Context: an optimization exercise on an open-source flow, tuned for small area, a short achievable clock period and few clock cycles. The choices shown serve that exercise and are no tape-out recipe.
Function was not checked in any run shown here: the RTL went through the layout flow alone.
Power and IR drop assume default switching activity.

--- flow/design.v ---
module mbf_tx (
    input  wire        clk,
    input  wire        rst,
    input  wire        tx_start,
    input  wire [15:0] tx_cmd,
    input  wire [15:0] tx_len,
    input  wire        tx_flip,
    input  wire        tx_ack,
    output reg         tx_busy,
    output reg         tx_done,
    output reg         tx_oversize,
    input  wire        tx_in_valid,
    input  wire [7:0]  tx_in_data,
    output reg         tx_in_ready,
    output reg         pkt_valid,
    output reg  [7:0]  pkt_data,
    output reg         pkt_last,
    input  wire        pkt_ready
);
    reg        busy;        
    reg        ovs_pend;    
    reg [15:0] cmd_q;
    reg [9:0]  rem;         
    reg        flip_q;
    reg        ack_q;
    reg [3:0]  last_idx;    
    reg [3:0]  pkt_idx;
    reg [5:0]  pos;         
    reg        pkt_fin;     
    reg        sk_v;
    reg [7:0]  sk_d;
    wire oversize = (tx_len[15:10] != 6'd0) || (tx_len[9:0] > 10'd988);
    wire [9:0] l    = tx_len[9:0];
    wire [9:0] x    = rem + 10'd3;
    wire [3:0] q    = x[9:6];
    wire [6:0] t    = {2'b00, q, 1'b0} + {1'b0, x[5:0]};
    wire [3:0] n_m1 = q + {3'd0, (t >= 7'd62)};
    wire pkt0      = (pkt_idx == 4'd0);
    wire pos_lo    = (pos[5:1] == 5'd0);                                  
    wire sub_hdr   = pkt0 && (pos[5:3] == 3'd0) && (pos[2] != pos[1]);    
    wire rem_nz    = (rem != 10'd0);
    wire is_pay    = !pos_lo && !sub_hdr && rem_nz;
    wire       big  = (rem[9:6] != 4'd0) || (rem[5:0] >= (pkt0 ? 6'd58 : 6'd62));
    wire [5:0] plen = big ? 6'd62 : rem[5:0] + {3'd0, pkt0, 2'd0};
    wire in_fire  = tx_in_valid && tx_in_ready;
    wire out_free = !pkt_valid || (pkt_ready && !pkt_fin);
    wire fire_fin = pkt_valid && pkt_ready && pkt_fin;
    wire accept   = tx_start && !tx_busy;
    wire acc_ok   = accept && !oversize;
    wire avail    = !is_pay || sk_v || in_fire;
    wire adv      = busy && out_free && avail;
    wire gen_last = (pos == 6'd63);
    wire gen_fin  = gen_last && (rem[9:1] == 9'd0);      
    wire take_pay = adv && is_pay;
    reg [7:0] gen_byte;
    always @(*) begin
        if (pos == 6'd0)
            gen_byte = {flip_q, ack_q, plen};
        else if (pos == 6'd1)
            gen_byte = {pkt_idx, last_idx};
        else if (sub_hdr)
            case (pos[2:0])
                3'd2:    gen_byte = cmd_q[7:0];
                3'd3:    gen_byte = cmd_q[15:8];
                3'd4:    gen_byte = rem[7:0];
                default: gen_byte = {6'd0, rem[9:8]};
            endcase
        else if (!rem_nz)
            gen_byte = 8'h00;
        else if (sk_v)
            gen_byte = sk_d;
        else
            gen_byte = tx_in_data;
    end
    wire       busy_n = acc_ok || (busy && !(adv && gen_fin));
    wire       ovs_n  = (accept && oversize) || (ovs_pend && pkt_valid && pkt_fin);
    wire       sk_v_n = sk_v ? !take_pay : (in_fire && !take_pay);
    wire rem_is0 = (rem == 10'd0);
    wire rem_is1 = (rem == 10'd1);
    wire ready_n = !tx_busy ? (tx_start && !oversize && (l != 10'd0))
                            : (busy && (take_pay ? !rem_is1 : (!sk_v && !in_fire && !rem_is0)));
    always @(posedge clk) begin
        if (rst) begin
            busy        <= 1'b0;
            ovs_pend    <= 1'b0;
            tx_busy     <= 1'b0;
            tx_done     <= 1'b0;
            tx_in_ready <= 1'b0;
            pkt_valid   <= 1'b0;
            sk_v        <= 1'b0;
        end else begin
            busy        <= busy_n;
            ovs_pend    <= ovs_n;
            tx_busy     <= busy_n || ovs_n;
            tx_done     <= fire_fin || (ovs_pend && !(pkt_valid && pkt_fin));
            tx_in_ready <= ready_n;
            pkt_valid   <= adv || (pkt_valid && !pkt_ready);
            sk_v        <= sk_v_n;
        end
        tx_oversize <= ovs_pend && !(pkt_valid && pkt_fin);
    end
    always @(posedge clk) begin
        if (!sk_v)
            sk_d <= tx_in_data;
        if (adv) begin
            pkt_data <= gen_byte;
            pkt_last <= gen_last;
            pkt_fin  <= gen_fin;
        end
        if (pos == 6'd0 && pkt0)
            last_idx <= n_m1;
        if (!tx_busy) begin
            cmd_q    <= tx_cmd;
            rem      <= l;
            flip_q   <= tx_flip;
            ack_q    <= tx_ack;
            pkt_idx  <= 4'd0;
            pos      <= 6'd0;
        end else if (adv) begin
            pos <= pos + 6'd1;
            if (gen_last) pkt_idx <= pkt_idx + 4'd1;
            if (is_pay) rem <= rem - 10'd1;
        end
    end
endmodule
module mbf_rx (
    input  wire        clk,
    input  wire        rst,
    input  wire        rx_strict,
    input  wire        rx_valid,
    input  wire [7:0]  rx_data,
    input  wire        rx_last,
    output reg         rd_valid,
    output reg  [7:0]  rd_data,
    output reg         res_valid,
    output reg  [1:0]  res_kind,
    output wire [3:0]  res_err,
    output wire [15:0] res_cmd,
    output wire [15:0] res_len
);
    localparam [15:0] CMD_DBG_MESSAGE = 16'hF001;
    localparam [15:0] CMD_ID_RETRY    = 16'hF002;
    reg        first;        
    reg [3:0]  k;            
    reg [3:0]  tot0;         
    reg [9:0]  rem;          
    reg        p0ok;         
    reg [15:0] cmd_q;
    reg [15:0] len_q;
    reg [2:0]  hp;           
    reg [6:0]  c;            
    reg        inc_q;        
    reg        cmp_q;        
    reg        fin;
    reg        fin_bad;      
    reg        fin_at1;      
    reg [2:0]  err_q;
    assign res_cmd = cmd_q;
    assign res_len = len_q;
    assign res_err = {1'b0, err_q};
    wire at0 = (hp == 3'd0);
    wire at1 = (hp == 3'd1);
    wire at5 = (hp == 3'd5);
    wire at6 = (hp == 3'd6);
    function inc_of(input [7:0] d, input f, input [3:0] kk, input [3:0] t0, input s);
        inc_of = s && ((d[7:4] != kk) || (!f && d[3:0] != t0));
    endfunction
    wire take = (hp >= 3'd2) && (c != 7'd0) && (!first || at6);
    wire inc      = fin_at1 ? inc_of(rd_data, first, k, tot0, rx_strict) : inc_q;
    wire cmp      = fin_at1 ? (rd_data[7:4] == rd_data[3:0]) : cmp_q;
    wire too_long = !first && (k == 4'd0);
    wire fail     = fin_bad || too_long || inc;
    wire len_ok   = p0ok && (len_q[15:10] == 6'd0) && (rem == 10'd0);
    wire ends     = fin && (fail || cmp);
    always @(posedge clk) begin
        if (rst) begin
            first     <= 1'b1;
            k         <= 4'd0;
            hp        <= 3'd0;
            fin       <= 1'b0;
            rd_valid  <= 1'b0;
            res_valid <= 1'b0;
        end else begin
            rd_valid  <= rx_valid && take;
            res_valid <= ends;
            fin       <= rx_valid && rx_last;
            if (rx_valid) begin
                if (rx_last)
                    hp <= 3'd0;
                else if (!at6)
                    hp <= hp + 3'd1;
            end
            if (fin) begin
                if (ends) begin
                    first <= 1'b1;
                    k     <= 4'd0;
                end else begin
                    first <= 1'b0;
                    k     <= k + 4'd1;
                end
            end
        end
    end
    always @(posedge clk) begin
        rd_data <= rx_data;
        fin_bad <= at0 || (c[6:1] != 6'd0) || (first && hp < 3'd5);
        fin_at1 <= at1;
        res_kind <= (fail || !len_ok)          ? 2'd3 :
                    (cmd_q == CMD_DBG_MESSAGE) ? 2'd2 :
                    (cmd_q == CMD_ID_RETRY)    ? 2'd1 : 2'd0;
        err_q    <= fin_bad  ? 3'd3 :
                    too_long ? 3'd5 :
                    inc      ? 3'd4 :
                    !len_ok  ? 3'd2 : 3'd0;
        if (rx_valid) begin
            if (at0)
                c <= {1'b0, rx_data[5:0]} + 7'd1;
            else if (!c[6] && c != 7'd0)
                c <= c - 7'd1;
            if (first && at5)
                rem <= {rx_data[1:0], len_q[7:0]};
            else if (take)
                rem <= rem - 10'd1;
            if (at1) begin
                inc_q <= inc_of(rx_data, first, k, tot0, rx_strict);
                cmp_q <= (rx_data[7:4] == rx_data[3:0]);
                if (first) begin
                    tot0 <= rx_data[3:0];
                    p0ok <= (c >= 7'd5);         
                end
            end
            if (first) begin
                if (hp == 3'd2) cmd_q[7:0]  <= rx_data;
                if (hp == 3'd3) cmd_q[15:8] <= rx_data;
                if (hp == 3'd4) len_q[7:0]  <= rx_data;
                if (at5)        len_q[15:8] <= rx_data;
            end
        end
    end
endmodule
module mbf_framer (
    input  wire        clk,
    input  wire        rst,
    input  wire        tx_start,
    input  wire [15:0] tx_cmd,
    input  wire [15:0] tx_len,
    input  wire        tx_flip,
    input  wire        tx_ack,
    output wire        tx_busy,
    output wire        tx_done,
    output wire        tx_oversize,
    input  wire        tx_in_valid,
    input  wire [7:0]  tx_in_data,
    output wire        tx_in_ready,
    output wire        pkt_valid,
    output wire [7:0]  pkt_data,
    output wire        pkt_last,
    input  wire        pkt_ready,
    input  wire        rx_strict,
    input  wire        rx_valid,
    input  wire [7:0]  rx_data,
    input  wire        rx_last,
    output wire        rd_valid,
    output wire [7:0]  rd_data,
    output wire        res_valid,
    output wire [1:0]  res_kind,
    output wire [3:0]  res_err,
    output wire [15:0] res_cmd,
    output wire [15:0] res_len
);
    mbf_tx u_tx (
        .clk(clk), .rst(rst),
        .tx_start(tx_start), .tx_cmd(tx_cmd), .tx_len(tx_len),
        .tx_flip(tx_flip), .tx_ack(tx_ack),
        .tx_busy(tx_busy), .tx_done(tx_done), .tx_oversize(tx_oversize),
        .tx_in_valid(tx_in_valid), .tx_in_data(tx_in_data), .tx_in_ready(tx_in_ready),
        .pkt_valid(pkt_valid), .pkt_data(pkt_data), .pkt_last(pkt_last),
        .pkt_ready(pkt_ready)
    );
    mbf_rx u_rx (
        .clk(clk), .rst(rst),
        .rx_strict(rx_strict), .rx_valid(rx_valid), .rx_data(rx_data), .rx_last(rx_last),
        .rd_valid(rd_valid), .rd_data(rd_data),
        .res_valid(res_valid), .res_kind(res_kind), .res_err(res_err),
        .res_cmd(res_cmd), .res_len(res_len)
    );
endmodule
--- flow/flow/run.sh ---
#!/bin/bash
# Layout flow: the standard ORFS flow (standard.sh, unchanged synthesis),
# with smaller port buffers and a lighter clock tree.
#  - every input and output port still gets its own buffer, a buf_1
#    instead of the default clkdlybuf4s50_1;
#  - CTS builds the tree from clkbuf_4/clkbuf_8 and inserts no dummy loads.
# Each step's full log is under orfs/logs; standard.sh's own output goes to
# standard.log here.
set -uo pipefail
export BUFFER_PORTS_ARGS="-buffer_cell sky130_fd_sc_hd__buf_1"
export CTS_ARGS="-sink_clustering_enable -repair_clock_nets -dont_use_dummy_load -buf_list {sky130_fd_sc_hd__clkbuf_4 sky130_fd_sc_hd__clkbuf_8} -sink_clustering_size 25 -sink_clustering_max_diameter 60"
bash standard.sh > standard.log 2>&1
--- flow/standard.sh ---
#!/bin/bash
# synth_recipe.tcl (not shown) runs the flow's synth.tcl, then flattens the netlist and writes it again
# the make line also repeats each setting of config.mk as NAME=value (left out here)
make -C /OpenROAD-flow-scripts/flow DESIGN_CONFIG=/design/flow/config.mk WORK_HOME=/design/flow/orfs CLKGATE_MAP_FILE= SYNTH_SCRIPT=/design/flow/synth_recipe.tcl "${@:-finish}"
--- flow/config.mk ---
export PLATFORM = sky130hd
export DESIGN_NAME = mbf_framer
export DESIGN_NICKNAME = mbf_framer
export VERILOG_FILES = /design/flow/design.v
export SDC_FILE = /design/flow/constraint.sdc
export NUM_CORES = 4
export LEC_CHECK = 0
export CAP_MARGIN = 20
export CORE_MARGIN = 2
export CORE_UTILIZATION = 40
export SETUP_SLACK_MARGIN = 3.75
export SLEW_MARGIN = 20
--- flow/constraint.sdc ---
create_clock -name core_clock -period 6.0 [get_ports {clk}]
set_input_delay 1.2000 -clock core_clock [delete_from_list [all_inputs] [get_ports {clk}]]
set_output_delay 1.2000 -clock core_clock [all_outputs]
set_load 0.01 [all_outputs]
==> results of run 1 <==
Yosys cell counts, types with 4 or more instances:
cell       n  area [sq um]
edfxtp_1  98          2940
dfxtp_1   52          1040
nor2_1    52           195
nand2_1   48           180
xnor2_1   45           394
o21ai_0   32           160
ha_1      30           375
a21oi_1   28           140
inv_1     24          90.1
xor2_1    23           201
clkbuf_1  22          82.6
nand3_1   21           105
nor3_1    16          80.1
and3_1    13          81.3
mux2_2    10           113
and2_1     9          56.3
nand2b_1   9          56.3
o22ai_1    9          56.3
a222oi_1   8          80.1
nand4_1    8          50.1
nor4_1     8          50.1
nor2b_1    7          43.8
o21a_1     6          45.0
or4_1      6          45.0
a31oi_1    5          31.3
buf_2      5          25.0
a21boi_0   4          30.0
buf_4      4          30.0
nor3b_1    4          30.0
o211ai_1   4          30.0
critical path, cell delays in order (launching register included):
cell      delay, ps
edfxtp_1        440
nand4_1         220
or3_4           450
nand2_4         120
xor2_1          120
ha_4            190
nor2_2          100
nand3_2         120
a21o_1          230
a211oi_2        250
o211ai_1        140
ha_2            210
buf_4           130
xor2_1          140
final timing paths:
path / endpoint / depth (start not counted)
worst min-delay path: u_tx.tx_oversize / 1
worst max register to register: u_tx.last_idx[1] / 13
worst min register to register: u_tx.tx_oversize / 1
worst max-delay path: u_tx.last_idx[1] / 13
layer usage:
layer | up-vias | share of wire [%] | wire (microns)
li1 | 2714 | - | -
met1 | 2827 | 41 | 7970
met2 | 222 | 51 | 10000
met3 | 33 | 5.5 | 1070
met4 | 0 | 2.7 | 524
met5 | - | 0 | 0
power by group through the flow:
| stage | registers, mW | clock network, mW | logic [mW] |
|---|---|---|---|
| floorplan | 1.19 | 0 | 0.215 |
| global placement | 1.23 | 0 | 0.248 |
| detailed placement | 1.23 | 0 | 0.263 |
| CTS | 1.19 | 0.589 | 0.370 |
| global route | 1.19 | 0.628 | 0.433 |
| finish | 1.19 | 0.572 | 0.406 |
through the flow:
stage	hold slack (ps)	area (sq um)	std cells	power, mW
6_report	477	9120	1055	2.17
5_1_grt	502	9120	1055	2.25
4_1_cts	480	8720	1031	2.15
3_5_place_dp	477	7950	973	1.49
3_3_place_gp	466	7950	973	1.48
2_1_floorplan	444	7400	658	1.41
cell type report:
| class | instances | area share [%] |
|---|---|---|
| tap | 229 | 3.14 |
| multi-input combinational | 454 | 38.8 |
| timing repair buffer | 181 | 10.5 |
| clock buffer | 17 | 2.57 |
| sequential | 150 | 44.0 |
| inverter | 24 | 1.04 |
repair_timing:
item	in CTS	in global routing
cloned	1	1
gates resized for setup	50	54
pin swaps	27	27
buffers inserted	40	23
endpoints found under the setup margin	62	66
cell families after synthesis:
logic type	share of synthesized area (%)
AO/OA/AOI/OAI	10.6
other	0.0514
adder cells (fa/ha/maj)	5.15
XOR/XNOR	8.17
multiplexers	1.68
AND/OR/NAND/NOR	16.4
buffers and inverters	3.28
flip-flops	54.6
sequential cells by signal, summed over array words and instances (netlist names), 3 cells and up:
| signal | count |
|---|---|
| u_rx.c | 7 |
| u_rx.cmd_q | 16 |
| u_rx.err_q | 3 |
| u_rx.hp | 3 |
| u_rx.k | 4 |
| u_rx.len_q | 16 |
| u_rx.rd_data | 8 |
| u_rx.rem | 10 |
| u_rx.tot0 | 4 |
| u_tx.cmd_q | 16 |
| u_tx.last_idx | 4 |
| u_tx.pkt_data | 8 |
| u_tx.pkt_idx | 4 |
| u_tx.pos | 6 |
| u_tx.rem | 10 |
| u_tx.sk_d | 8 |
==> flow_summary.ini, run 1 <==
[global_route]
antenna_found_initial = 0
grt_max_degree = 31
grt_pass1_wl_microns = 29900
met1_usage_pct = 23.1
use_met3_pct = 4.70
grt_pass1_vias = 5527
grt_use_total_pct = 19.7
grt-ovfl-total = 0
gr-usage-met2_pct = 34.7
grt_busiest_layer = met2

[clock_network]
cts_tree = done
cts_buffers = 17
path_clk_slew_ps = 70
clk_path_buf_depth = 2
clock-sinks = 150
holdBufCountCts = 0
h-tree-depth = 4
cts-root-buf = clkbuf_8
clk_latency_ps = 430

[pwr]
power_density_nw_per_um2 = 238
p_seq_share_pct = 54.9
combPwrFrac_pct = 18.7
max-vdd-ir-drop_mv = 0.150
switchingPower_mw = 0.581
internal_power_mw = 1.59
swShare_pct = 26.8
p_leak_nw = 3.22
p_clk_share_pct = 26.4

[cells_and_area]
fillers = 1580
final_cell_mix = buf_1, edfxtp_1, buf_4, nor2_1, nand2_1
diodes = 0
nets = 916
drive_above_1_share_pct = 23.2
multiInputGateArea_sq_um = 3530
seqCellArea_sq_um = 4010
syn2layout_area_growth_pct = 25.0
layout_commonest_cell = buf_1
finish.utilization_pct = 50.9

[timing]
max_slew_margin_pct = 54.9
worstMarginPinSlew_ps = 676
maxSlewViolCount = 0
tns_ps = 0
period_share_pct = 52.1
fin_crit_ps = 3120
grt_setup_unrepaired = yes
setup_viol = 0
finClkSkew_ps = 23.3
fmax_mhz = 320
hold_viol = 0
worst_slack_ps = 2880

[worst_setup_path]
r2r-start = u_tx.rem[5]
ff2ff_setup_slack_ps = 2880
worstPathMaxFanout = 5
start_kind = flip-flop
crit_required_ps = 6180
critPathKind = reg2reg
cp.arrival_ps = 3310
end_kind = flip-flop
cp-startpoint = u_tx.rem[5]

[yosys]
netlist-cell-type-count = 62
async_reset_ff_share_pct = 0
ys_seq_area_share_pct = 54.6
syn_nets = 746
syn_avg_cell_area_sq_um = 11.1
synth_area_sq_um = 7290
synth-edff-count = 98
syn_inst = 658
ys_warn_count = 2
ys_ff_latch = 150
synth-main-ff-cell = edfxtp_1

[drt]
drc = 0
wire_per_inst_microns = 18.6
firstDrtPassIters = 5
vias_per_cell = 5.49
drtIter0Drc = 423
ant_nets = 0
wirelength_microns = 19600
vias = 5796

[worst_hold_path]
hold_start = u_tx.ovs_pend
hp-class = reg2reg

[place]
dp_slack_ps = 2540
gp_congestion = 0.876
dp_hpwl_microns = 13200
port_buffers = 118

[floorplan]
initial_core_util_pct = 40.7
core_sq_um = 17900
rows = 49
num_io_pins = 120
die_w_microns = 139
die_y_microns = 139
dieArea_sq_um = 19300

[flow_run]
maxCapViolations = 0

[outcome]
status = timing/DRC/antenna clean
==> inputs of run 2 (changes only) <==
--- a/flow/design.v
+++ b/flow/design.v
@@ -30,11 +30,10 @@
     reg        sk_v;
     reg [7:0]  sk_d;
     wire oversize = (tx_len[15:10] != 6'd0) || (tx_len[9:0] > 10'd988);
-    wire [9:0] l    = tx_len[9:0];
-    wire [9:0] x    = rem + 10'd3;
-    wire [3:0] q    = x[9:6];
-    wire [6:0] t    = {2'b00, q, 1'b0} + {1'b0, x[5:0]};
-    wire [3:0] n_m1 = q + {3'd0, (t >= 7'd62)};
+    wire [9:0] l     = tx_len[9:0];
+    wire       up_in = ({2'b00, l[9:6], 1'b0} + {1'b0, l[5:0]}) >= 7'd59;
+    reg        up_q;
+    wire [3:0] n_m1  = rem[9:6] + {3'd0, up_q};
     wire pkt0      = (pkt_idx == 4'd0);
     wire pos_lo    = (pos[5:1] == 5'd0);                                  
     wire sub_hdr   = pkt0 && (pos[5:3] == 3'd0) && (pos[2] != pos[1]);    
@@ -110,6 +109,7 @@
         if (pos == 6'd0 && pkt0)
             last_idx <= n_m1;
         if (!tx_busy) begin
+            up_q     <= up_in;
             cmd_q    <= tx_cmd;
             rem      <= l;
             flip_q   <= tx_flip;
--- a/flow/config.mk
+++ b/flow/config.mk
@@ -8,5 +8,5 @@
 export CAP_MARGIN = 20
 export CORE_MARGIN = 2
 export CORE_UTILIZATION = 40
-export SETUP_SLACK_MARGIN = 3.75
+export SETUP_SLACK_MARGIN = 3.85
 export SLEW_MARGIN = 20
==> run 2 against run 1 <==
Compared with the run above:
- global-route usage down 0.72 points
- final cell count decreased by 5.0%
- synthesized area decreased by 1.9%
- critical path depth down 5
- clock skew up 7.3 ps
- final area is 1.7% lower
- fmax up 28%
- non-clock buffer count fell by 18
- sequential power barely moved
- register-to-register slack better by 1000 ps
- via count decreased by 6.6%
- critical path type is now in2reg
- critical endpoint is now u_tx.up_q
- largest cell class unchanged
==> flow_summary.ini, run 2 <==
[yosys]
netlist.area_leader.share_pct = 41.6
synth-main-ff-cell = edfxtp_1
syn_avg_cell_area_sq_um = 11.5
synth_area_leaders = edfxtp_1, dfxtp_1, ha_1, xnor2_1, xor2_1
netlist-cell-type-count = 68
async_reset_ff_share_pct = 0
syn_inst = 620
synth_common_cells = edfxtp_1, dfxtp_1, nand2_1, nor2_1, ha_1
syn_nets = 711
ys_ff_latch = 151
yosys.cell_count.top_type = edfxtp_1
ys_warn_count = 2
synth_area_leader_cell = edfxtp_1
synth_area_sq_um = 7150
synth-edff-count = 99
ys_seq_area_share_pct = 56.1

[global_route]
grt_pass1_wl_microns = 27100
grt-ovfl-total = 0
grt_max_degree = 26
grt_pass1_vias = 5208
grt_use_total_pct = 18.9
antenna_found_initial = 0

[cells_and_area]
finish.utilization_pct = 51.5
final_cell_mix = edfxtp_1, buf_1, clkbuf_2, nand2_1, nor2_1
reg_top3 = u_rx.cmd_q: 16 flops, u_rx.len_q: 16 flops, u_tx.cmd_q: 16 flops
syn2layout_area_growth_pct = 25.3
layout_commonest_cell = edfxtp_1
nets = 870
diodes = 0
drive_above_1_share_pct = 27.5
fillers = 1537

[place]
port_buffers = 118
gp_congestion = 0.890
dp_hpwl_microns = 12300

[timing]
max_slew_margin_pct = 39.5
period_share_pct = 40.8
setup_viol = 0
finClkSkew_ps = 30.6
worstMarginPinSlew_ps = 907
maxSlewViolCount = 0
tns_ps = 0
grt_setup_unrepaired = yes
fmax_mhz = 408
hold_viol = 0
fin_crit_ps = 2450

[drt]
drtIter0Drc = 335
drc = 0
vias_per_cell = 5.40
wirelength_microns = 18100
ant_nets = 0
vias = 5412
wire_per_inst_microns = 18.0
firstDrtPassIters = 5

[clock_network]
clk_latency_ps = 460
clock-sinks = 151
clk_path_buf_depth = 2
path_clk_slew_ps = 70
cts_buffers = 17
h-tree-depth = 4
cts-root-buf = clkbuf_8
cts_tree = done

[floorplan]
dieArea_sq_um = 19000
initial_core_util_pct = 41.1
die_w_microns = 138
core_sq_um = 17400
rows = 48
num_io_pins = 120
die_y_microns = 138

[worst_setup_path]
worstPathMaxFanout = 4
end_kind = flip-flop
r2r-start = u_tx.pkt_idx[0]
crit_required_ps = 6190
critPathKind = in2reg
cp.arrival_ps = 2640
start_kind = primary input
cp-startpoint = tx_len[3]

[pwr]
max-vdd-ir-drop_mv = 0.139
power_density_nw_per_um2 = 219
p_leak_nw = 3.35

[flow_run]
maxCapViolations = 0

[worst_hold_path]
hold_start = u_tx.sk_d[1]
hp-class = reg2reg

[outcome]
status = timing/DRC/antenna clean
==> run 2: final cells by class <==
type / instances / area [sq um] / area share, %
clock buffers: 17 / 234 / 2.61
multi-input cells: 423 / 3270 / 36.5
inverters: 23 / 86.3 / 0.963
repair buffers: 163 / 1040 / 11.6
flip-flops and latches: 151 / 4050 / 45.2
well taps: 225 / 282 / 3.14
==> run 2: final timing paths <==
check	endpoint	slack [ps]	cells past startpoint
worst max-delay path	u_tx.up_q	3550	8
worst min-delay path	u_tx.sk_d[1]	480	1
worst max register to register	u_tx.pkt_data[5]	3890	9
worst min register to register	u_tx.sk_d[1]	480	1
==> run 2: kinds of logic after synthesis <==
family / count (synthesis) / share of synthesized area, %
adder cells (fa/ha/maj): 33 / 5.88
multiplexers: 20 / 2.97
buffers and inverters: 48 / 2.66
XOR/XNOR: 56 / 6.86
other: 1 / 0.0524
flip-flops: 151 / 56.1
AND/OR/NAND/NOR: 201 / 14.9
AO/OA/AOI/OAI: 110 / 10.6
==> run 2: routing by layer <==
layer	part of all wire, %	global-route usage [%]	vias up
li1	-	-	2589
met1	46	26.3	2620
met2	47	29.7	177
met3	5.4	3.90	26
met4	1.4	6.01	0
met5	0	0	-
==> run 2: power breakdown <==
group,internal [mW],total [mW],switching [mW]
logic,0.0912,0.199,0.108
registers,1.15,1.19,0.0392
clock network,0.249,0.572,0.323
==> run 2: worst max-delay path, cell delays in order <==
cell      delay (ps)
buf_1            140
ha_2             430
a21oi_4           90
buf_4            140
buf_4            120
a21o_1           180
a221oi_2         250
o31ai_1          100
==> run 2: timing repair <==
item | 4_1_cts | 5_1_grt
hold buffers | 0 | 0
endpoints found under the setup margin | 102 | 110
resized for setup | 73 | 86
buffers inserted | 29 | 12
endpoints found under the hold margin | 0 | 0
pin swaps | 11 | 11
cloned | 3 | 1
==> run 2: stage by stage <==
stage	setup WS (ps)	area (sq um)	hold slack, ps	std cells	total power [mW]
after floorplan	3320	7250	440	620	1.31
after global placement	2830	7880	467	940	1.37
after detailed placement	3020	7890	471	940	1.38
after CTS	3580	8610	486	989	1.97
after global routing	3550	8960	495	1002	2.04
final	3550	8960	480	1002	1.96
==> inputs of run 3 (changes only) <==
--- a/flow/config.mk
+++ b/flow/config.mk
@@ -8,5 +8,5 @@
 export CAP_MARGIN = 20
 export CORE_MARGIN = 2
 export CORE_UTILIZATION = 40
-export SETUP_SLACK_MARGIN = 3.85
+export SETUP_SLACK_MARGIN = 3.75
 export SLEW_MARGIN = 20
==> run 3 against run 2 <==
Compared with the run above:
- still clean on timing, DRC and antenna
- setup slack improved by 58 ps
- final cell count down 3.0%
- global-route usage decreased by 0.38 points
- die area stayed put
- via count decreased by 2.0%
- clock skew down 4.2 ps
- register-to-register slack lost 50 ps
- first-iteration DRC count is 25% higher
- sequential cell count did not move
- count of clock-buffer cells in the layout unchanged
- utilization shrank 2.6 points
- combinational power fell by 8%
- largest cell class unchanged
==> flow_summary.ini, run 3 <==
[clock_network]
h-tree-depth = 4
clock-sinks = 151
clk_path_buf_depth = 2
cts_tree = done
path_clk_slew_ps = 80
cts_buffers = 17
cts-root-buf = clkbuf_8
holdBufCountCts = 0
clk_latency_ps = 440

[outcome]
status = timing/DRC/antenna clean

[pwr]
total_power_mw = 1.95
p_leak_nw = 3.00
power_density_nw_per_um2 = 229
max-vdd-ir-drop_mv = 0.148

[cells_and_area]
diodes = 0
syn2layout_area_growth_pct = 19.0
layout_commonest_cell = buf_1
fillers = 1523
seqCellArea_sq_um = 4040
reg_top3 = u_rx.cmd_q: 16 flops, u_rx.len_q: 16 flops, u_tx.cmd_q: 16 flops
final_cell_mix = buf_1, edfxtp_1, nand2_1, nor2_1, dfxtp_1
drive_above_1_share_pct = 15.3
nets = 840
finish.utilization_pct = 48.9
multiInputGateArea_sq_um = 3220

[yosys]
synth-main-ff-cell = edfxtp_1
netlist.area_leader.share_pct = 41.6
yosys.cell_count.top_type = edfxtp_1
syn_inst = 620
async_reset_ff_share_pct = 0
synth_common_cells = edfxtp_1, dfxtp_1, nand2_1, nor2_1, ha_1
syn_nets = 711
netlist-cell-type-count = 68
synth_area_leaders = edfxtp_1, dfxtp_1, ha_1, xnor2_1, xor2_1
synth_area_sq_um = 7150
ys_warn_count = 2
syn_avg_cell_area_sq_um = 11.5
synth-edff-count = 99
ys_ff_latch = 151
synth_area_leader_cell = edfxtp_1
ys_seq_area_share_pct = 56.1

[flow_run]
maxCapViolations = 0

[drt]
wire_per_inst_microns = 17.9
wl_met2_microns = 8180
firstDrtPassIters = 5
vias_per_cell = 5.46
vias = 5306
ant_nets = 0
wirelength_microns = 17400
drtIter0Drc = 420
drc = 0
top_layer_used = met4
wl_met1_microns = 7980
wl_met3_microns = 971

[timing]
setup_viol = 0
hold_viol = 0
max_slew_margin_pct = 31.6
tns_ps = 0
maxSlewViolCount = 0
finClkSkew_ps = 26.4
period_share_pct = 39.9
fmax_mhz = 418
grt_setup_unrepaired = yes
worstMarginPinSlew_ps = 1020
fin_crit_ps = 2390

[floorplan]
die_y_microns = 138
core_sq_um = 17400
rows = 48
die_w_microns = 138
initial_core_util_pct = 41.1
dieArea_sq_um = 19000
num_io_pins = 120

[place]
dp_hpwl_microns = 12400
gp_congestion = 0.906
port_buffers = 118

[global_route]
antenna_found_initial = 0
grt-ovfl-total = 0
grt_use_total_pct = 18.6
grt_pass1_wl_microns = 26800
grt_pass1_vias = 5178
grt_max_degree = 26

[worst_setup_path]
critPathKind = in2reg
end_kind = flip-flop
start_kind = primary input
crit_required_ps = 6190
cp.arrival_ps = 2580
worstPathMaxFanout = 3

[worst_hold_path]
hp-class = reg2reg
[run 3: cell counts after synthesis]
Identical to the previous run, type by type.
[run 3: layer usage]
layer	vias to the layer above	global-route usage (%)
met3	25	3.68
met1	2575	25.9
met5	-	0
li1	2524	-
met2	182	29.1
met4	0	5.90
[run 3: cell type report]
type / count / share of cell area (%)
clock buffer: 17 / 2.75
inverter: 23 / 1.01
multi-input combinational: 423 / 37.8
sequential: 151 / 47.4
tap: 225 / 3.31
timing repair buffer: 133 / 7.70
[run 3: logic make-up after synthesis]
logic type / Yosys count / share of synthesized area (%)
AOI/OAI and AO/OA: 110 / 10.6
xor gates and xnor gates: 56 / 6.86
adders and majority gates: 33 / 5.88
buffers and inverters: 48 / 2.66
DFF: 151 / 56.1
muxes: 20 / 2.97
other: 1 / 0.0524
and+or+nand+nor: 201 / 14.9
[run 3: metrics by stage]
| stage | cell area [sq um] | std cells | worst slack, ps | hold WS (ps) |
|---|---|---|---|---|
| 6_report | 8510 | 972 | 3610 | 480 |
| 5_1_grt | 8510 | 972 | 3560 | 494 |
| 4_1_cts | 8370 | 969 | 3640 | 482 |
| 3_5_place_dp | 7870 | 939 | 3030 | 468 |
| 3_3_place_gp | 7860 | 939 | 2860 | 467 |
| 2_1_floorplan | 7230 | 620 | 3320 | 440 |
[run 3: path summary, 6_finish.rpt]
path	end	cells past startpoint	slack (ps)	start
max	u_tx.up_q	8	3610	tx_len[1]
max reg2reg	u_tx.pkt_data[1]	7	3840	u_tx.pos[1]
min	u_tx.sk_d[3]	1	480	u_tx.sk_d[3]
min reg2reg	u_tx.sk_d[3]	1	480	u_tx.sk_d[3]
[run 3: what timing repair did]
item,CTS,global route
cloned,2,1
buffers inserted,11,2
hold endpoints to repair,0,0
endpoints found under the setup margin,48,67
pin swaps,9,4
resized for setup,35,37
[run 3: worst max-delay path, cell delays in order]
cell and delay (ps):
buf_8 100, ha_4 150, fa_2 360, a21oi_4 200, a2111oi_4 50, a21o_1 180, a221oi_2 250, o31ai_1 90
[run 3: where the power goes]
part / leakage [nW] / switching [mW] / internal (mW) / total, mW
sequential: 1.37 / 0.0399 / 1.15 / 1.19
combinational: 1.51 / 0.103 / 0.0815 / 0.184
clock: 0.122 / 0.320 / 0.250 / 0.570
total: 3.00 / 0.463 / 1.48 / 1.95
==> inputs of run 4 (changes only) <==
--- a/flow/design.v
+++ b/flow/design.v
@@ -26,19 +26,20 @@
     reg [3:0]  last_idx;    
     reg [3:0]  pkt_idx;
     reg [5:0]  pos;         
+    reg        pay_q;       
     reg        pkt_fin;     
     reg        sk_v;
     reg [7:0]  sk_d;
     wire oversize = (tx_len[15:10] != 6'd0) || (tx_len[9:0] > 10'd988);
     wire [9:0] l     = tx_len[9:0];
-    wire       up_in = ({2'b00, l[9:6], 1'b0} + {1'b0, l[5:0]}) >= 7'd59;
     reg        up_q;
+    wire       up_c  = ({2'b00, rem[9:6], 1'b0} + {1'b0, rem[5:0]}) >= 7'd59;
     wire [3:0] n_m1  = rem[9:6] + {3'd0, up_q};
     wire pkt0      = (pkt_idx == 4'd0);
     wire pos_lo    = (pos[5:1] == 5'd0);                                  
     wire sub_hdr   = pkt0 && (pos[5:3] == 3'd0) && (pos[2] != pos[1]);    
     wire rem_nz    = (rem != 10'd0);
-    wire is_pay    = !pos_lo && !sub_hdr && rem_nz;
+    wire is_pay    = pay_q;      
     wire       big  = (rem[9:6] != 4'd0) || (rem[5:0] >= (pkt0 ? 6'd58 : 6'd62));
     wire [5:0] plen = big ? 6'd62 : rem[5:0] + {3'd0, pkt0, 2'd0};
     wire in_fire  = tx_in_valid && tx_in_ready;
@@ -56,7 +57,7 @@
         if (pos == 6'd0)
             gen_byte = {flip_q, ack_q, plen};
         else if (pos == 6'd1)
-            gen_byte = {pkt_idx, last_idx};
+            gen_byte = {pkt_idx, pkt0 ? n_m1 : last_idx};
         else if (sub_hdr)
             case (pos[2:0])
                 3'd2:    gen_byte = cmd_q[7:0];
@@ -76,8 +77,10 @@
     wire       sk_v_n = sk_v ? !take_pay : (in_fire && !take_pay);
     wire rem_is0 = (rem == 10'd0);
     wire rem_is1 = (rem == 10'd1);
-    wire ready_n = !tx_busy ? (tx_start && !oversize && (l != 10'd0))
-                            : (busy && (take_pay ? !rem_is1 : (!sk_v && !in_fire && !rem_is0)));
+    wire pay_nx  = !(pos == 6'd63 || pos == 6'd0) &&
+                   !(pkt0 && (pos == 6'd1 || pos == 6'd2 || pos == 6'd3 || pos == 6'd4)) &&
+                   (pay_q ? !rem_is1 : !rem_is0);
+    wire ready_n = busy && (take_pay ? !rem_is1 : (!sk_v && !in_fire && !rem_is0));
     always @(posedge clk) begin
         if (rst) begin
             busy        <= 1'b0;
@@ -90,7 +93,8 @@
         end else begin
             busy        <= busy_n;
             ovs_pend    <= ovs_n;
-            tx_busy     <= busy_n || ovs_n;
+            tx_busy     <= accept || (busy && !(adv && gen_fin)) ||
+                           (ovs_pend && pkt_valid && pkt_fin);    
             tx_done     <= fire_fin || (ovs_pend && !(pkt_valid && pkt_fin));
             tx_in_ready <= ready_n;
             pkt_valid   <= adv || (pkt_valid && !pkt_ready);
@@ -107,17 +111,20 @@
             pkt_fin  <= gen_fin;
         end
         if (pos == 6'd0 && pkt0)
+            up_q <= up_c;
+        if (pos == 6'd1 && pkt0)
             last_idx <= n_m1;
         if (!tx_busy) begin
-            up_q     <= up_in;
             cmd_q    <= tx_cmd;
             rem      <= l;
             flip_q   <= tx_flip;
             ack_q    <= tx_ack;
             pkt_idx  <= 4'd0;
             pos      <= 6'd0;
+            pay_q    <= 1'b0;
         end else if (adv) begin
-            pos <= pos + 6'd1;
+            pos   <= pos + 6'd1;
+            pay_q <= pay_nx;
             if (gen_last) pkt_idx <= pkt_idx + 4'd1;
             if (is_pay) rem <= rem - 10'd1;
         end
==> run 4 against run 3 <==
Compared with the run above:
- still clean on timing, DRC and antenna
- sequential share of layout area grew 1.1 points
- synthesized cell count grew 2.1%
- synthesized area grew 0.63%
- clock power grew 2%
==> flow_summary.ini, run 4 <==
[floorplan]
initial_core_util_pct = 40.5
dieArea_sq_um = 19100
num_io_pins = 120
core_sq_um = 17800
die_w_microns = 138
rows = 49
die_y_microns = 138

[yosys]
ys_warn_count = 2
syn_nets = 724
netlist.area_leader.share_pct = 41.3
yosys.cell_count.top_type = edfxtp_1
syn_avg_cell_area_sq_um = 11.4
synth_common_cells = edfxtp_1, dfxtp_1, nand2_1, nor2_1, xnor2_1
synth-main-ff-cell = edfxtp_1
synth_area_leader_cell = edfxtp_1
ys_seq_area_share_pct = 56.1
synth_area_leaders = edfxtp_1, dfxtp_1, ha_1, xnor2_1, xor2_1
async_reset_ff_share_pct = 0
netlist-cell-type-count = 60
synth-edff-count = 99
ys_ff_latch = 152
syn_inst = 633
synth_area_sq_um = 7200

[clock_network]
cts_tree = done
clock-sinks = 152
path_clk_slew_ps = 100
cts_buffers = 17
clk_latency_ps = 460
h-tree-depth = 4
cts-root-buf = clkbuf_8
clk_path_buf_depth = 2

[cells_and_area]
drive_above_1_share_pct = 12.5
diodes = 0
reg_top3 = u_rx.cmd_q: 16 flops, u_rx.len_q: 16 flops, u_tx.cmd_q: 16 flops
layout_commonest_cell = buf_1
syn2layout_area_growth_pct = 15.8
nets = 860
final_cell_mix = buf_1, edfxtp_1, nor2_1, nand2_1, dfxtp_1

[drt]
drtIter0Drc = 413
wire_per_inst_microns = 17.4
ant_nets = 0
vias = 5259
drc = 0
vias_per_cell = 5.28
wirelength_microns = 17400
firstDrtPassIters = 4

[timing]
setup_viol = 0
hold_viol = 0
period_share_pct = 37.4
fmax_mhz = 445
maxSlewViolCount = 0
fin_crit_ps = 2250
max_slew_margin_pct = 35.0
worstMarginPinSlew_ps = 968
grt_setup_unrepaired = yes
tns_ps = 0
finClkSkew_ps = 42.2

[worst_setup_path]
crit_required_ps = 4800
cp.arrival_ps = 1050
end_kind = output pin
cp_slowest_cell = edfxtp_1
path_delay_family = flip-flops
critPathKind = reg2out
start_kind = flip-flop
slowest_delay_ps = 430
worstPathMaxFanout = 2
path_cells = clkbuf_2
path_buf_inv = 1

[worst_hold_path]
hp-class = reg2reg

[outcome]
status = timing/DRC/antenna clean

[global_route]
grt_use_total_pct = 18.1
grt_pass1_vias = 5232
antenna_found_initial = 0
grt_max_degree = 31
grt-ovfl-total = 0
grt_pass1_wl_microns = 27600

[pwr]
power_density_nw_per_um2 = 237
max-vdd-ir-drop_mv = 0.148
p_leak_nw = 2.95
total_power_mw = 1.98

[flow_run]
maxCapViolations = 0

[place]
gp_congestion = 0.878
dp_hpwl_microns = 12500
port_buffers = 118
## run 4: final timing paths
check                              startpoint               end  slack (ps)  cells past startpoint
worst max-delay path            u_rx.len_q[7]        res_len[7]        3750                      1
worst min-delay path             u_tx.sk_d[7]      u_tx.sk_d[7]         480                      1
worst max register to register    u_tx.pos[0]  u_tx.pkt_data[4]        3880                      6
worst min register to register   u_tx.sk_d[7]      u_tx.sk_d[7]         480                      1
## run 4: layout make-up
type / instances / area [sq um]
flip-flops and latches: 152 / 4040
inverters: 27 / 106
clock buffers: 17 / 234
fillers: 1674 / 9450
repair inverters: 1 / 5.00
well taps: 229 / 287
repair buffers: 141 / 653
multi-input cells: 429 / 3000
## run 4: power by group
group	switching, mW	total, mW	internal (mW)
clock	0.331	0.580	0.250
sequential	0.0327	1.19	1.16
combinational	0.119	0.207	0.0883
## run 4: metrics by stage
step | area, sq um | hold slack, ps | std cells | utilization (%) | setup slack [ps]
2_1_floorplan | 7230 | 433 | 633 | - | 3490
3_3_place_gp | 7850 | 462 | 956 | 44.2 | 3220
3_5_place_dp | 7850 | 465 | 956 | 44.2 | 3150
4_1_cts | 8180 | 484 | 982 | 46.0 | 3730
5_1_grt | 8330 | 510 | 996 | 46.9 | 3710
6_report | 8330 | 482 | 996 | 46.9 | 3750
## run 4: metal layers
layer / global-route usage [%] / vias to the layer above / share of wire (%)
met2: 31.3 / 169 / 51
li1: - / 2558 / -
met1: 22.2 / 2501 / 42
met3: 3.88 / 31 / 5.3
met4: 7.04 / 0 / 2.1
met5: 0 / - / 0
## run 4: timing repair
action                     4_1_cts  5_1_grt
pin swaps                        0        1
gates cloned                     0        1
setup endpoints to repair       27       44
setup buffers                    9       13
gates resized for setup         13       21
hold buffers                     0        0
## run 4: kinds of logic (layout without fill, tap and decap cells)
| group | count (synthesis) | after routing | synth area share [%] |
|---|---|---|---|
| other | 1 | 1 | 0.0521 |
| AO/OA/AOI/OAI | 116 | 116 | 10.9 |
| multiplexers | 14 | 14 | 2.12 |
| XOR/XNOR | 61 | 61 | 7.42 |
| AND/OR/NAND/NOR | 204 | 204 | 14.7 |
| adder cells (fa/ha/maj) | 33 | 33 | 5.84 |
| flip-flops | 152 | 152 | 56.1 |
| buffers and inverters | 52 | 186 | 2.96 |
==> inputs of run 5 (changes only) <==
--- a/flow/design.v
+++ b/flow/design.v
@@ -105,8 +105,8 @@
     always @(posedge clk) begin
         if (!sk_v)
             sk_d <= tx_in_data;
+        pkt_data <= pkt_data ^ ((gen_byte ^ pkt_data) & {8{adv}});
         if (adv) begin
-            pkt_data <= gen_byte;
             pkt_last <= gen_last;
             pkt_fin  <= gen_fin;
         end
@@ -155,7 +155,7 @@
     reg [15:0] cmd_q;
     reg [15:0] len_q;
     reg [2:0]  hp;           
-    reg [6:0]  c;            
+    reg [6:0]  d;            
     reg        inc_q;        
     reg        cmp_q;        
     reg        fin;
@@ -172,7 +172,7 @@
     function inc_of(input [7:0] d, input f, input [3:0] kk, input [3:0] t0, input s);
         inc_of = s && ((d[7:4] != kk) || (!f && d[3:0] != t0));
     endfunction
-    wire take = (hp >= 3'd2) && (c != 7'd0) && (!first || at6);
+    wire take = (hp >= 3'd2) && !d[6] && (!first || at6);
     wire inc      = fin_at1 ? inc_of(rd_data, first, k, tot0, rx_strict) : inc_q;
     wire cmp      = fin_at1 ? (rd_data[7:4] == rd_data[3:0]) : cmp_q;
     wire too_long = !first && (k == 4'd0);
@@ -208,9 +208,20 @@
             end
         end
     end
+    wire       cap   = rx_valid && first;
+    wire [7:0] en_c0 = {8{cap && hp == 3'd2}};
+    wire [7:0] en_c1 = {8{cap && hp == 3'd3}};
+    wire [7:0] en_l0 = {8{cap && hp == 3'd4}};
+    wire [7:0] en_l1 = {8{cap && at5}};
+    always @(posedge clk) begin
+        cmd_q[7:0]  <= cmd_q[7:0]  ^ ((rx_data ^ cmd_q[7:0])  & en_c0);
+        cmd_q[15:8] <= cmd_q[15:8] ^ ((rx_data ^ cmd_q[15:8]) & en_c1);
+        len_q[7:0]  <= len_q[7:0]  ^ ((rx_data ^ len_q[7:0])  & en_l0);
+        len_q[15:8] <= len_q[15:8] ^ ((rx_data ^ len_q[15:8]) & en_l1);
+    end
     always @(posedge clk) begin
         rd_data <= rx_data;
-        fin_bad <= at0 || (c[6:1] != 6'd0) || (first && hp < 3'd5);
+        fin_bad <= at0 || (!d[6] && d[5:0] != 6'd0) || (first && hp < 3'd5);
         fin_at1 <= at1;
         res_kind <= (fail || !len_ok)          ? 2'd3 :
                     (cmd_q == CMD_DBG_MESSAGE) ? 2'd2 :
@@ -221,9 +232,9 @@
                     !len_ok  ? 3'd2 : 3'd0;
         if (rx_valid) begin
             if (at0)
-                c <= {1'b0, rx_data[5:0]} + 7'd1;
-            else if (!c[6] && c != 7'd0)
-                c <= c - 7'd1;
+                d <= {1'b0, rx_data[5:0]};
+            else if (d[5:0] != 6'd63)
+                d <= d - 7'd1;
             if (first && at5)
                 rem <= {rx_data[1:0], len_q[7:0]};
             else if (take)
@@ -233,14 +244,8 @@
                 cmp_q <= (rx_data[7:4] == rx_data[3:0]);
                 if (first) begin
                     tot0 <= rx_data[3:0];
-                    p0ok <= (c >= 7'd5);         
+                    p0ok <= !d[6] && (d[5:2] != 4'd0);    
                 end
-            end
-            if (first) begin
-                if (hp == 3'd2) cmd_q[7:0]  <= rx_data;
-                if (hp == 3'd3) cmd_q[15:8] <= rx_data;
-                if (hp == 3'd4) len_q[7:0]  <= rx_data;
-                if (at5)        len_q[15:8] <= rx_data;
             end
         end
     end
==> run 5 against run 4 <==
Compared with the run above:
- synthesized area is 0.43% lower
- synthesized cell count is 1.6% lower
- non-clock buffer count is 1 lower
- clock power is 2% lower
- final area is 0.32% lower
- power is 0.78% lower
- fmax is 0.62% higher
- sequential power hardly changed
- final cell count is 1.5% lower
- sequential cell count stayed put
==> flow_summary.ini, run 5 <==
[place]
dp_hpwl_microns = 12800
port_buffers = 118
dp_cells = 944
gp_congestion = 0.917

[drt]
wl_met3_microns = 992
wl_met2_microns = 9030
wirelength_microns = 17800
vias = 5311
drtIter0Drc = 352
firstDrtPassIters = 5
drc = 0
wl_met1_microns = 7330
vias_per_cell = 5.41
top_layer_used = met4
wire_per_inst_microns = 18.1
ant_nets = 0

[worst_setup_path]
path_buf_inv = 1
end_kind = output pin
worstPathMaxFanout = 2
ff2ff_setup_slack_ps = 3830
r2r-start = u_tx.rem[4]
r2r_cells = 6
start_kind = flip-flop
critPathKind = reg2out
path_cells = buf_6
cp.arrival_ps = 1030
r2r_end = u_tx.up_q
cp_slowest_cell = edfxtp_1
slowest_delay_ps = 430
crit_required_ps = 4800
path_delay_family = flip-flops

[clock_network]
holdBufCountCts = 0
clk_latency_ps = 450
cts_tree = done
path_clk_slew_ps = 90
h-tree-depth = 4
cts-root-buf = clkbuf_8
clock-sinks = 152
cts_buffers = 17
clk_path_buf_depth = 2

[flow_run]
maxCapViolations = 0

[timing]
grt_setup_unrepaired = yes
finClkSkew_ps = 22.7
tns_ps = 0
hold_viol = 0
fmax_mhz = 448
period_share_pct = 37.2
max_slew_margin_pct = 43.8
worstMarginPinSlew_ps = 839
setup_viol = 0
maxSlewViolCount = 0
fin_crit_ps = 2230

[worst_hold_path]
hold_end = u_tx.sk_d[0]
hold_start = u_tx.sk_d[0]
min_path_cells = 1
hp-class = reg2reg

[yosys]
syn_nets = 711
synth-main-ff-cell = edfxtp_1
synth_area_sq_um = 7170
synth-edff-count = 99
synth_area_leader_cell = edfxtp_1
syn_avg_cell_area_sq_um = 11.5
ys_seq_area_share_pct = 56.3
ys_ff_latch = 152
async_reset_ff_share_pct = 0
netlist.area_leader.share_pct = 41.5
synth_common_cells = edfxtp_1, dfxtp_1, nand2_1, nor2_1, xnor2_1
ys_warn_count = 2
netlist-cell-type-count = 67
synth_area_leaders = edfxtp_1, dfxtp_1, ha_1, xnor2_1, xor2_1
syn_inst = 623
yosys.cell_count.top_type = edfxtp_1

[cells_and_area]
multiInputGateArea_sq_um = 2990
finish.utilization_pct = 47.7
fin_cells = 981
nets = 846
diodes = 0
seqCellArea_sq_um = 4050
syn2layout_area_growth_pct = 15.9
final_cell_mix = edfxtp_1, buf_1, nand2_1, dfxtp_1, nor2_1
fillers = 1634
drive_above_1_share_pct = 14.3
layout_commonest_cell = edfxtp_1

[pwr]
p_clk_share_pct = 28.9
p_seq_share_pct = 60.9
total_power_mw = 1.96
swShare_pct = 24.0
internal_power_mw = 1.49
p_leak_nw = 2.93
power_density_nw_per_um2 = 236
switchingPower_mw = 0.470
max-vdd-ir-drop_mv = 0.145
combPwrFrac_pct = 10.2

[global_route]
grt_use_total_pct = 18.9
grt-ovfl-total = 0
grt_max_degree = 26
antenna_found_initial = 0
grt_pass1_wl_microns = 27000
grt_pass1_vias = 5101

[floorplan]
core_sq_um = 17400
die_w_microns = 138
die_y_microns = 138
dieArea_sq_um = 19000
num_io_pins = 120
rows = 48
initial_core_util_pct = 41.1

[outcome]
status = timing/DRC/antenna clean
==> run 5: cell types whose count changed after synthesis, sizes merged, moves of 3 or more <==
cell / change
a21o: -4
buf: +7
clkbuf: -8
ha: -3
nand3: -7
nor2: -7
nor3: +6
nor4: +3
o211ai: -3
o21ai: +8
o31ai: -3
xor2: -3
==> run 5: worst max-delay path by stage <==
| stage | slack [ps] | cells past startpoint | endpoint | from |
|---|---|---|---|---|
| floorplan | 3500 | 4 | u_tx.busy | tx_len[11] |
| global placement | 3300 | 8 | u_tx.pkt_idx[3] | pkt_ready |
| detailed placement | 3250 | 8 | u_tx.pkt_idx[3] | pkt_ready |
| CTS | 3630 | 1 | tx_busy | u_tx.tx_busy |
| global route | 3710 | 1 | res_cmd[13] | flip-flop |
| finish | 3770 | 1 | res_cmd[13] | flip-flop |
==> run 5: cell families after synthesis <==
group | synth area share [%]
and+or+nand+nor | 15.0
AOI/OAI and AO/OA | 10.7
DFF | 56.3
other | 0.0523
adders and majority gates | 5.34
buffers and inverters | 3.14
xor gates and xnor gates | 7.21
muxes | 2.27
==> run 5: worst register-to-register path, delay by kind of cell (launching register included) <==
kind	cells	cell delay [ps]
AO/OA/AOI/OAI	1	220
multiplexers	1	280
adder cells (fa/ha/maj)	1	380
flip-flops	1	720
AND/OR/NAND/NOR	3	310
==> run 5: repair_timing <==
action | in CTS | in global routing
gates resized for setup | 15 | 33
endpoints found under the setup margin | 34 | 51
buffers inserted | 5 | 15
==> run 5: final cells by class <==
class	instances	area share (%)
flip-flops and latches	152	48.7
clock buffers	17	2.82
well taps	225	3.39
multi-input cells	418	36.0
inverters	29	1.37
repair buffers	140	7.71
==> run 5: metrics by stage <==
step           hold WS, ps  setup slack, ps  instance area [sq um]
6_report               491             3770                   8310
4_1_cts                495             3630                   8130
5_1_grt                504             3710                   8310
3_3_place_gp           470             3300                   7820
2_1_floorplan          442             3500                   7210
3_5_place_dp           477             3250                   7820
==> run 5: power by group through the flow <==
stage	registers [mW]	logic, mW	clock network, mW
floorplan	1.20	0.125	0
global placement	1.22	0.164	0
detailed placement	1.22	0.173	0
CTS	1.20	0.186	0.586
global route	1.20	0.223	0.634
finish	1.19	0.201	0.567
==> run 5: layer usage <==
metal,up-vias,track usage [%]
met5,-,0
met4,0,7.37
met3,29,4.49
met2,179,32.5
met1,2564,22.9
li1,2539,-
==> inputs of run 6 (changes only) <==
==> flow/flow/run.sh (replaced) <==
#!/bin/bash
# Layout flow: the standard ORFS flow (standard.sh, unchanged synthesis),
# with smaller port buffers and a lighter clock tree.
#  - every input and output port still gets its own buffer, a buf_1
#    instead of the default clkdlybuf4s50_1;
#  - CTS builds the tree from clkbuf_4/clkbuf_8 under a clkbuf_16 root and inserts no dummy loads.
# Each step's full log is under orfs/logs; standard.sh's own output goes to
# standard.log here.
set -uo pipefail
export BUFFER_PORTS_ARGS="-buffer_cell sky130_fd_sc_hd__buf_1"
export CTS_ARGS="-sink_clustering_enable -repair_clock_nets -dont_use_dummy_load -buf_list {sky130_fd_sc_hd__clkbuf_4 sky130_fd_sc_hd__clkbuf_8} -root_buf sky130_fd_sc_hd__clkbuf_16 -sink_clustering_size 25 -sink_clustering_max_diameter 60"
bash standard.sh > standard.log 2>&1
==> run 6 against run 5 <==
Compared with the run above:
- sequential share of layout area up 0.26 points
- clock skew shrank 0.80 ps
- final cell count down 0.71%
- utilization fell by 0.37 points
- combinational power barely moved
- sequential cell count did not move
- power is 0.94% higher
- via count decreased by 0.30%
- synthesized area is the same
- sequential power about the same
==> flow_summary.ini, run 6 <==
[outcome]
status = timing/DRC/antenna clean

[worst_hold_path]
hold_start = u_tx.sk_d[5]
hp-class = reg2reg

[global_route]
grt_pass1_wl_microns = 27000
grt-ovfl-total = 0
grt_pass1_vias = 5104
grt_use_total_pct = 18.9
antenna_found_initial = 0
grt_max_degree = 26

[floorplan]
die_y_microns = 138
initial_core_util_pct = 41.1
die_w_microns = 138
core_sq_um = 17400
rows = 48
num_io_pins = 120
dieArea_sq_um = 19000

[yosys]
ys_ff_latch = 152
ys_seq_area_share_pct = 56.3
yosys.cell_count.top_type = edfxtp_1
synth_area_sq_um = 7170
syn_nets = 711
syn_inst = 623
netlist-cell-type-count = 67
synth-main-ff-cell = edfxtp_1
syn_avg_cell_area_sq_um = 11.5
ys_warn_count = 2
synth_area_leaders = edfxtp_1, dfxtp_1, ha_1, xnor2_1, xor2_1
synth-edff-count = 99
synth_area_leader_cell = edfxtp_1
async_reset_ff_share_pct = 0
synth_common_cells = edfxtp_1, dfxtp_1, nand2_1, nor2_1, xnor2_1
netlist.area_leader.share_pct = 41.5

[drt]
ant_nets = 0
wirelength_microns = 17800
drtIter0Drc = 366
wire_per_inst_microns = 18.3
drc = 0
vias = 5295
vias_per_cell = 5.44
firstDrtPassIters = 7

[cells_and_area]
syn2layout_area_growth_pct = 15.0
diodes = 0
nets = 839
final_cell_mix = buf_1, edfxtp_1, dfxtp_1, nand2_1, nor2_1
fillers = 1635
layout_commonest_cell = buf_1
fin_cells = 974
drive_above_1_share_pct = 10.0

[pwr]
max-vdd-ir-drop_mv = 0.161
total_power_mw = 1.98
power_density_nw_per_um2 = 240
p_leak_nw = 2.84

[clock_network]
clk_latency_ps = 380
cts_tree = done
clk_path_buf_depth = 2
cts_buffers = 17
clock-sinks = 152
h-tree-depth = 4
path_clk_slew_ps = 70
cts-root-buf = clkbuf_16

[worst_setup_path]
end_kind = flip-flop
worstPathMaxFanout = 2
cp.arrival_ps = 2480
crit_required_ps = 6220
r2r-start = u_tx.rem[4]
cp-startpoint = tx_len[11]
start_kind = primary input
critPathKind = in2reg

[timing]
worst_slack_ps = 3740
worstMarginPinSlew_ps = 818
hold_viol = 0
period_share_pct = 37.7
setup_viol = 0
fmax_mhz = 442
max_slew_margin_pct = 45.5
fin_crit_ps = 2260
grt_setup_unrepaired = yes
finClkSkew_ps = 22.0
maxSlewViolCount = 0
tns_ps = 0

[place]
dp_hpwl_microns = 12800
port_buffers = 118
dp_cells = 944
gp_congestion = 0.917
dp_slack_ps = 3250

[flow_run]
maxCapViolations = 0
-- run 6: cell counts after synthesis --
Identical to the previous run, type by type.
-- run 6: critical path: stages --
cell and delay [ps]:
buf_1 70, or4_1 500, or4_4 490, a32oi_1 160, nor2_1 50
-- run 6: worst paths after layout --
kind | cells after the start | endpoint | slack (ps)
max | 5 | u_tx.ovs_pend | 3740
min | 1 | u_tx.sk_d[5] | 490
min reg2reg | 1 | u_tx.sk_d[5] | 490
max reg2reg | 6 | u_tx.up_q | 3840
-- run 6: power by group --
part,switching [mW],internal (mW)
Clock,0.318,0.267
Combinational,0.113,0.0857
Sequential,0.0399,1.15
-- run 6: cell type report --
cell class                 count  area (sq um)  share of cell area (%)
inverter                      29           114                    1.38
tap                          225           282                    3.42
sequential                   152          4040                    49.0
clock buffer                  17           245                    2.98
timing repair buffer         132           548                    6.65
multi-input combinational    418          3010                    36.5
timing repair inverter         1          5.00                  0.0607
-- run 6: routing by layer --
layer	track usage (%)	share of wire (%)	up-vias
li1	-	-	2523
met1	22.8	41	2567
met2	32.7	51	178
met3	4.49	5.7	27
met4	7.37	2.3	0
met5	0	0	-
-- run 6: what timing repair did --
action | in CTS | in global routing
buffers inserted | 5 | 7
pin swaps | 0 | 1
gates resized for setup | 9 | 14
cloned | 0 | 1
hold buffers | 0 | 0
setup endpoints to repair | 39 | 52
-- run 6: cell families after synthesis --
logic type / Yosys count / share of synthesized area, %
mux: 15 / 2.27
compound gates: 115 / 10.7
other cells: 1 / 0.0523
flops: 152 / 56.3
fa+ha+maj: 30 / 5.34
xor+xnor: 59 / 7.21
buf+inv: 53 / 3.14
simple gates: 198 / 15.0
-- run 6: metrics by stage --
| step | instance area [sq um] | hold WS [ps] | util, % |
|---|---|---|---|
| after global routing | 8240 | 504 | 47.3 |
| after CTS | 8140 | 495 | 46.7 |
| after floorplan | 7210 | 442 | - |
| final | 8240 | 492 | 47.3 |
| after global placement | 7820 | 470 | 44.9 |
| after detailed placement | 7820 | 477 | 44.9 |

==> port drivers added, routing unchanged <==
In the flow no input, the clock included, has a driving cell. The finished layouts below were timed again as built, in two steps. Step 1: set_driving_cell puts a clkbuf_16 on clk and a buf_2 on each other input, an assumption about the parent block. Step 2 times the ports against the registers' clock, not the clock port: input delays grow and output delays shrink by t, the midpoint of the rising clock arrivals with the driver on. Slacks: ideal ports / drivers / drivers and shift; pairs: ideal ports / drivers.
run | t (ns) | setup slack, ns | worst setup path at the end | worst data-port slew with drivers (ns) | pins driven straight from the clock port
run 1 | 0.461 | 2.875 / 2.875 / 2.875 | register to register | 0.06 | 1
run 2 | 0.482 | 3.550 / 3.551 / 3.070 | input to register | 0.06 | 1
run 3 | 0.465 | 3.609 / 3.603 / 3.139 | input to register | 0.05 | 1
run 4 | 0.480 | 3.754 / 3.714 / 3.356 | input to register | 0.05 | 1
run 5 | 0.476 | 3.768 / 3.731 / 3.319 | input to register | 0.05 | 1
run 6 | 0.407 | 3.738 / 3.758 / 3.351 | input to register | 0.05 | 1
After both steps setup and hold are still met in every run listed. For run 2, which loses most, drivers alone change the setup slack by +0.001 ns; drivers and shift together by -0.480 ns.
